Source: an optimization exercise on an open RTL-to-GDS flow (aim: small area, a short achievable clock period and few clock cycles per item). Production flows keep margins and buffers that such runs may drop. At most, simulation tests tie the RTL to the original design; equivalence was not proved.

## job 101
==> flow/design.v (excerpt) <==
module wmbus_ctr_decrypt (
    input  wire         clk,
    input  wire         rst,
    input  wire         start,
    input  wire [127:0] key,
    input  wire [111:0] iv,
    input  wire [7:0]   len,
    output wire         idle,
    input  wire         in_valid,
    input  wire [127:0] in_data,
    output wire         in_ready,
    output reg          out_valid,
    output reg  [127:0] out_data,
    output reg          done,
    output reg          crc_ok,
    output wire [15:0]  crc_calc,
    output reg  [15:0]  crc_exp
);
    reg         act;         
    reg  [1:0]  su;          
    reg         fp;          
    reg  [4:0]  j;           
    reg         run;         
    reg  [3:0]  nb;          
    reg  [3:0]  idx_a;       
    reg  [3:0]  idx_b;       
    reg         vb;          
    reg  [3:0]  base;        
    reg  [7:0]  len_r;
    reg  [127:0] st;         
    reg  [287:0] sm;         
    reg  [127:0] rk;         
    reg  [71:0]  km;         
    reg  [127:0] k2;         
    reg  [127:0] c1;         
    reg  [7:0]  sb;          
    reg  [17:0] im;          
    reg  [127:0] crc_buf;
    reg  [15:0] crc_r;
    reg  [7:0]  rem;         
    reg         first;       
    reg         fa;          
    reg         fb;          
    reg         rdy;         
    wire start_ok = start & idle;
    wire running  = act & (su == 2'd0);
    wire j0       = (j == 5'd0);
    wire j17      = (j == 5'd17);
    wire take = rdy & in_valid;
    assign idle     = ~act | done;
    assign in_ready = rdy;
    wire [3:0] last_blk = len_r[7:4] - {3'b000, (len_r[3:0] == 4'd0)};
    wire kstep   = (su == 2'd2) | (running & ~j[0] & (~j0 | fp));
    wire krest   = running & j0 & ~fp;
  ...
Size in the first run: about 7200 cells after synthesis, roughly 550 I/O pins, roughly 70000 um2 of cells after synthesis.
export LEC_CHECK = 0
export CAP_MARGIN = 20
export CORE_MARGIN = 2
export CORE_UTILIZATION = 50
export PLACE_DENSITY = 0.65
export SETUP_SLACK_MARGIN = 4
export SLEW_MARGIN = 20
create_clock -name core_clock -period 8.0 [get_ports {clk}]
standard.sh (not shown) runs the stock make flow with config.mk's settings and CLKGATE_MAP_FILE= SYNTH_SCRIPT=/design/flow/synth_recipe.tcl, a recipe that flattens the netlist after the stock synthesis.
==> flow/flow/run.sh <==
#!/bin/bash
# Layout flow: the standard ORFS flow (standard.sh) with two changes:
#  - synthesis maps the logic with flow/abc.script (ABC area-oriented
#    mapping, no up-sizing or buffering at synthesis) instead of ORFS's
#    abc_speed.script; the synthesis passes, flattening and renaming are
#    synth_recipe.tcl's, unchanged;
#  - the port buffers that global placement inserts on every input and
#    output are sky130_fd_sc_hd__buf_1 instead of the default cell.
# Floorplan, power grid, placement, CTS and routing are the standard ones.
set -euo pipefail
W=$(pwd)
{
  echo 'proc abc {args} {'
  echo '  set i [lsearch -exact $args -script]'
  echo "  if {\$i >= 0} { lset args [expr {\$i + 1}] $W/flow/abc.script }"
  echo '  yosys abc {*}$args'
  echo '}'
  cat "$W/synth_recipe.tcl"
} > "$W/own_synth.tcl"
sed -e "s#SYNTH_SCRIPT=[^ ]*#SYNTH_SCRIPT=$W/own_synth.tcl 'BUFFER_PORTS_ARGS=-buffer_cell sky130_fd_sc_hd__buf_1'#" \
    "$W/standard.sh" > "$W/own_standard.sh"
grep -q "SYNTH_SCRIPT=$W/own_synth.tcl" "$W/own_standard.sh"
bash "$W/own_standard.sh" > "$W/orfs_make.log" 2>&1
==> flow/flow/abc.script <==
strash
&get -n
&st
&dch
&nf -R 30
&put
Having completed the whole flow, job 101 delivered a layout that passed the timing, design-rule and antenna checks.
### job 101 -> job 104
Settings: CTS_BUF_LIST now sky130_fd_sc_hd__clkbuf_8, previously not set; CTS_CLUSTER_SIZE now 12, previously not set.
Findings:
Relative to job 101, required time reported for the critical path endpoint has increased by 180 ps in job 104. [compare] base=job 101 new=job 104: number of standard cells in the layout, taps in and fillers out increased 1.2%, design area decreased 0.54%. Job 104 reports a lower critical path depth than job 101 does. For upper clock frequency limit, job 104 and job 101 come out practically identical. Global-route wire length before repair, job 101 and job 104, lower one = job 101.
Function was not checked in any run of this note: the RTL went through the layout flow alone.

---

Setup of run 1:
wmbus_ctr_decrypt, a different RTL version from the one above (not shown whole).
For scale: about 6,900 cells after synthesis, about 1,300 flip-flops.
Settings: LEC_CHECK=0, CAP_MARGIN=20, CORE_MARGIN=2, CORE_UTILIZATION=40, CTS_BUF_LIST=sky130_fd_sc_hd__clkbuf_8, CTS_CLUSTER_SIZE=12, PLACE_DENSITY=0.55, SETUP_SLACK_MARGIN=4.5, SLEW_MARGIN=20; clock period 8.0 ns.
Scripts as last shown in full above: flow/flow/run.sh, flow/flow/abc.script
Testbench counts of run 1, summed over its fixed seeds: cycles 28,964, blocks 2,579.
Inputs modified between run 1 and run 2:
Settings: SETUP_SLACK_MARGIN: 4.5 -> 4; PLACE_DENSITY: 0.55 -> 0.65; CORE_UTILIZATION: 40 -> 50.
Findings:
Combined area of the multi-input logic cells was higher in the run labelled run 1.
Compare run 1 and run 2 | first-pass GRT wire length lower: run 2
Delta (run 2 minus run 1): die span in x decreased by about 10% relative to the old numbers, placed standard-cell area moved down.
### run 2 -> run 3
Settings: a change of SETUP_SLACK_MARGIN from 4 to 4.5.
Results
- The number of cells in the design after placement on run 3 is in line with that on run 2.
- NOTE: all-layer global routing usage in run 3 exceeds that of run 2
- On number of port buffers, run 3 and run 2 are neck and neck.
- For fmax, dividing the value from run 3 by the value from run 2 gives 1.07.
- Cell area | run 3 vs run 2 | run 3 larger
- Run 3 ended up with more standard cells than run 2.
- Higher worst-path maximum fanout goes to run 2 over run 3.
- Between run 2 and run 3, the final-layout worst hold slack figures differ only marginally.
- Global routing usage on met1 was higher in the run labelled run 2.
Changes in run 4 relative to run 3:
Settings: SLEW_MARGIN now 5, was 20; CAP_MARGIN now 5, was 20.
==> results.txt <==
Against run 3, run 4 comes in 1 lower on first-pass detailed-route iteration total. Going from run 3 to run 4, count of clock-buffer cells in the layout shows an increase of 7; total number of tap cells closely matched the old numbers.

==> what the ideal ports hide <==
In the flow no input, the clock included, has a driving cell. The finished layouts below were timed again as built, in two steps.
Step 1 assumes that a clkbuf_16 drives the clock port and a buf_2 every other input.
Step 2, shift: input delay + t, output delay - t, t = (earliest + latest rising clock arrival at the registers) / 2. This alone moves slack from input paths to output paths.
a / b / c = ideal / step 1 / step 2; a / b = the first two.
run	shift t [ns]	setup WS [ns]	latest minus earliest clock arrival (ns)	worst register clock-pin slew, ns
job 101	0.869	3.732 / 3.732 / 3.638	0.028 / 0.027	0.07 / 0.07
job 104	1.042	3.742 / 3.742 / 3.674	0.045 / 0.045	0.08 / 0.08
run 1	1.048	4.258 / 4.258 / 3.599	0.077 / 0.077	0.07 / 0.07
run 2	1.023	3.992 / 3.992 / 3.633	0.056 / 0.056	0.07 / 0.07
run 3	1.048	4.252 / 4.252 / 3.596	0.062 / 0.062	0.07 / 0.07
run 4	1.077	4.301 / 4.301 / 3.493	0.076 / 0.076	0.07 / 0.07
After both steps every run listed still meets setup and hold. For run 4, which loses most, drivers alone change the setup slack by 0.000 ns; drivers and shift together by -0.808 ns.
